From an optimization exercise on the open Yosys and OpenROAD flow, aimed at small area; shortcuts taken in it are not production practice. The RTL was checked by simulation tests, not by an equivalence proof against the original design. Power and IR drop assume default switching activity.

before:
==> flow/design.v <==
module elo_frame_decoder (
    input  wire        clk,
    input  wire        rst,                 
    input  wire        cfg_edge_triggered,  
    input  wire        in_valid,
    input  wire [7:0]  in_data,
    output wire        evt_valid,
    output wire        evt_touch,
    output wire [15:0] evt_x,
    output wire [15:0] evt_y,
    output wire [15:0] evt_z,
    output wire [7:0]  evt_status,
    output wire [1:0]  diag_kind,
    output wire [7:0]  diag_expected,
    output wire [7:0]  diag_received
);
    reg [3:0]  cnt;          
    reg [55:0] sh_n;         
    reg        type_ok;      
    reg [7:0]  nacc;         
    reg        arm;          
    reg        val;          
    wire [7:0] acc = ~nacc;
    wire is_idle  = (cnt == 4'd0);
    wire is_final = (cnt == 4'd9);
    wire step     = !rst && in_valid;
    wire is_lead  = (in_data == 8'h55);
    wire chk_ok   = (in_data == acc);
    wire [7:0] st_n = sh_n[55:48];
    wire       touch = ~(st_n[0] & st_n[1]);
    wire op_desync  = step && is_idle && !is_lead;
    wire op_final   = step && is_final;
    wire op_chkfail = op_final && !chk_ok;
    wire op_emit    = op_final && chk_ok && type_ok && !(arm && (touch == val));
    assign evt_valid     = op_emit;
    assign evt_touch     = op_emit & touch;
    assign evt_status    = {8{op_emit}} & ~st_n;
    assign evt_x         = {16{op_emit}} & ~{sh_n[39:32], sh_n[47:40]};
    assign evt_y         = {16{op_emit}} & ~{sh_n[23:16], sh_n[31:24]};
    assign evt_z         = {16{op_emit}} & ~{sh_n[7:0],   sh_n[15:8]};
    assign diag_kind     = {op_chkfail, op_desync};
    assign diag_expected = ({8{op_chkfail}} & acc) | ({8{op_desync}} & 8'h55);
    assign diag_received = {8{op_chkfail | op_desync}} & in_data;
    always @(posedge clk) begin
        if (in_valid)
            sh_n <= {sh_n[47:0], ~in_data};
    end
    always @(posedge clk) begin
        if (is_idle)
            nacc <= 8'h00;
        else if (in_valid)
            nacc <= ~(acc + in_data);
    end
    always @(posedge clk) begin
        if (in_valid && cnt == 4'd1)
            type_ok <= (in_data == 8'h54);
    end
    reg [3:0] cnt_inc;       
    always @(*) begin
        case (cnt)
            4'd0: cnt_inc = 4'd1;
            4'd1: cnt_inc = 4'd2;
            4'd2: cnt_inc = 4'd3;
            4'd3: cnt_inc = 4'd4;
            4'd4: cnt_inc = 4'd5;
            4'd5: cnt_inc = 4'd6;
            4'd6: cnt_inc = 4'd7;
            4'd7: cnt_inc = 4'd8;
            4'd8: cnt_inc = 4'd9;
            4'd9: cnt_inc = 4'd0;
            default: cnt_inc = 4'd0;
        endcase
    end
    always @(posedge clk) begin
        if (rst) begin
            cnt <= 4'd0;
            arm <= 1'b0;
            val <= cfg_edge_triggered;
        end else begin
            if (in_valid) begin
                if (!is_idle || is_lead)
                    cnt <= cnt_inc;
            end
            if (op_emit) begin
                arm <= arm | val;
                val <= (arm | val) & touch;
            end
        end
    end
endmodule
clock: 10.0 ns
lec_check: 0
cap_margin: 20
core_margin: 2
core_utilization: 40
place_density: 0.6
slew_margin: 20
standard.sh (not shown) runs the stock make flow with config.mk's settings and CLKGATE_MAP_FILE= SYNTH_SCRIPT=/design/flow/synth_recipe.tcl, a recipe that flattens the netlist after the stock synthesis.
==> flow/flow/run.sh <==
#!/bin/bash
# Own layout flow: the standard synthesis, its combinational logic re-mapped
# for area (flip-flops untouched, proved equivalent), then the standard ORFS
# layout with the settings in flow/layout.args.
set -euo pipefail
W=$PWD
R=$W/orfs/results/$FLOW_PLATFORM/elo_frame_decoder/base
YOSYS=$FLOW_HOME/../tools/install/yosys/bin/yosys
export LIBERTY=$FLOW_HOME/platforms/$FLOW_PLATFORM/lib/sky130_fd_sc_hd__tt_025C_1v80.lib
export TOP=$FLOW_TOP

bash standard.sh synth > $W/log_1_std_synth.log 2>&1
cp $R/1_2_yosys.v $W/std_1_2_yosys.v

# re-map with each ABC script in flow/, keep the smallest proven netlist
best=$W/std_1_2_yosys.v
best_area=$(sed -n "s/.*Chip area for module.*: //p" $W/orfs/reports/$FLOW_PLATFORM/elo_frame_decoder/base/synth_stat.txt | tail -1)
best_area=${best_area:-1000000000}
echo "standard synthesis: $best_area" > $W/resynth_summary.txt
for s in $W/flow/area*.abc; do
  n=$(basename $s .abc)
  if NETLIST_IN=$W/std_1_2_yosys.v NETLIST_OUT=$W/resynth_$n.v ABC_SCRIPT=$s \
       $YOSYS -c $W/flow/resynth.tcl > $W/log_2_resynth_$n.log 2>&1 &&
     GOLD=$W/std_1_2_yosys.v GATE=$W/resynth_$n.v \
       $YOSYS -c $W/flow/eqcheck.tcl > $W/log_2_eqcheck_$n.log 2>&1; then
    a=$(sed -n 's/.*Chip area for module.*: //p' $W/log_2_resynth_$n.log | tail -1)
    echo "$n: $a (proved)" >> $W/resynth_summary.txt
    if awk -v a="$a" -v b="$best_area" 'BEGIN{exit !(a < b)}'; then
      best=$W/resynth_$n.v; best_area=$a
    fi
  else
    echo "$n: failed" >> $W/resynth_summary.txt
  fi
done
echo "using $best" >> $W/resynth_summary.txt

cp $best $R/1_2_yosys.v
rm -f $R/1_synth.odb $R/1_synth.sdc
bash standard.sh synth > $W/log_3_synth_odb.log 2>&1
# extra make settings for the layout, one per line
mapfile -t EXTRA < <(grep -v '^#' $W/flow/layout.args | sed '/^$/d')
bash standard.sh "${EXTRA[@]}" finish > $W/log_4_finish.log 2>&1
Other scripts of this flow, unchanged in this note and not shown: flow/flow/area1.abc, flow/flow/area2.abc, flow/flow/area3.abc, flow/flow/eqcheck.tcl, flow/flow/layout.args, flow/flow/resynth.tcl
> inputs changed (before -> after)
==> flow/design.v <==
module elo_frame_decoder (
    input  wire        clk,
    input  wire        rst,                 
    input  wire        cfg_edge_triggered,  
    input  wire        in_valid,
    input  wire [7:0]  in_data,
    output wire        evt_valid,
    output wire        evt_touch,
    output wire [15:0] evt_x,
    output wire [15:0] evt_y,
    output wire [15:0] evt_z,
    output wire [7:0]  evt_status,
    output wire [1:0]  diag_kind,
    output wire [7:0]  diag_expected,
    output wire [7:0]  diag_received
);
    reg [3:0]  cnt;          
    reg [55:0] sh_n;         
    reg        type_ok;      
    reg [7:0]  nacc;         
    reg        arm;          
    reg        val;          
    wire [7:0] inb = ~(in_data & {8{in_valid}});
    wire [7:0] in_g = ~inb;
    wire is_idle  = (cnt == 4'd0);
    wire is_final = cnt[3] & cnt[0];           
    wire is_one   = (cnt == 4'd1);
    wire step     = !rst && in_valid;
    wire hi7      = (in_data[7:1] == 7'b0101010);
    wire is_lead  = hi7 & in_data[0];
    wire [7:0] x  = nacc ^ in_g;               
    wire       chk_ok = &x;                    
    wire [7:0] sum = ~nacc + in_g;
    wire [7:0] st_n = sh_n[55:48];
    wire       touch = ~(st_n[0] & st_n[1]);
    wire op_desync  = step && is_idle && !is_lead;
    wire op_final   = step && is_final;
    wire op_chkfail = op_final && !chk_ok;
    wire op_emit    = op_final && chk_ok && type_ok && !(arm && (touch == val));
    wire op_diag    = op_desync | op_chkfail;
    assign evt_valid     = op_emit;
    assign evt_touch     = op_emit & touch;
    assign evt_status    = {8{op_emit}} & ~st_n;
    assign evt_x         = {16{op_emit}} & ~{sh_n[39:32], sh_n[47:40]};
    assign evt_y         = {16{op_emit}} & ~{sh_n[23:16], sh_n[31:24]};
    assign evt_z         = {16{op_emit}} & ~{sh_n[7:0],   sh_n[15:8]};
    assign diag_kind     = {op_chkfail, op_desync};
    assign diag_expected = ({8{op_chkfail}} & ~nacc) | ({8{op_desync}} & 8'h55);
    assign diag_received = {8{op_diag}} & in_g;
    always @(posedge clk) begin
        if (in_valid)
            sh_n <= {sh_n[47:0], inb};
    end
    always @(posedge clk) begin
        nacc <= is_idle ? 8'h00 : ~sum;
    end
    always @(posedge clk) begin
        if (in_valid && is_one)
            type_ok <= hi7 & ~in_data[0];
    end
    always @(posedge clk) begin
        if (rst) begin
            cnt <= 4'd0;
            arm <= 1'b0;
            val <= cfg_edge_triggered;
        end else begin
            if (in_valid) begin
                if (is_idle)
                    cnt <= {3'd0, is_lead};
                else if (is_final)
                    cnt <= 4'd0;
                else
                    cnt <= cnt + 4'd1;
            end
            if (op_emit) begin
                arm <= arm | val;
                val <= (arm | val) & touch;
            end
        end
    end
endmodule
## What came out
- Cell area for after: 2.8% down relative to before
- Against before, after comes in 0.10 ns higher on smallest setup slack after layout.
- Lower clock period minus worst slack was reported by after, not before.
- after vs before — power density over the cells climbed by a few percent
- Diff before -> after: power in combinational cells shows an increase of about 2%, met3 wire length shows a reduction of 1.6%.

[what the ideal ports hide]
The flow's constraints put no driver on any port. The routed layouts listed below were extracted and timed again, unchanged, in two steps. Step 1: set_driving_cell puts a clkbuf_16 on clk and a buf_2 on each other input, an assumption about the parent block. Step 2 times the ports against the registers' clock, not the clock port: input delays grow and output delays shrink by t, the midpoint of the rising clock arrivals with the driver on. a / b / c = ideal ports / drivers / drivers and shift; a / b = the first two.
| run | t (ns) | setup slack, ns | worst hold slack (ns) | cell pins on the clock port's net |
|---|---|---|---|---|
| before | 0.401 | 2.773 / 2.752 / 2.752 | 0.435 / 0.435 / 0.435 | 1 |
| after | 0.408 | 2.877 / 2.848 / 2.848 | 0.419 / 0.419 / 0.419 | 1 |
After both steps setup and hold are still met in every run listed. For after, which loses most, drivers alone change the setup slack by -0.029 ns; drivers and shift together by -0.029 ns.
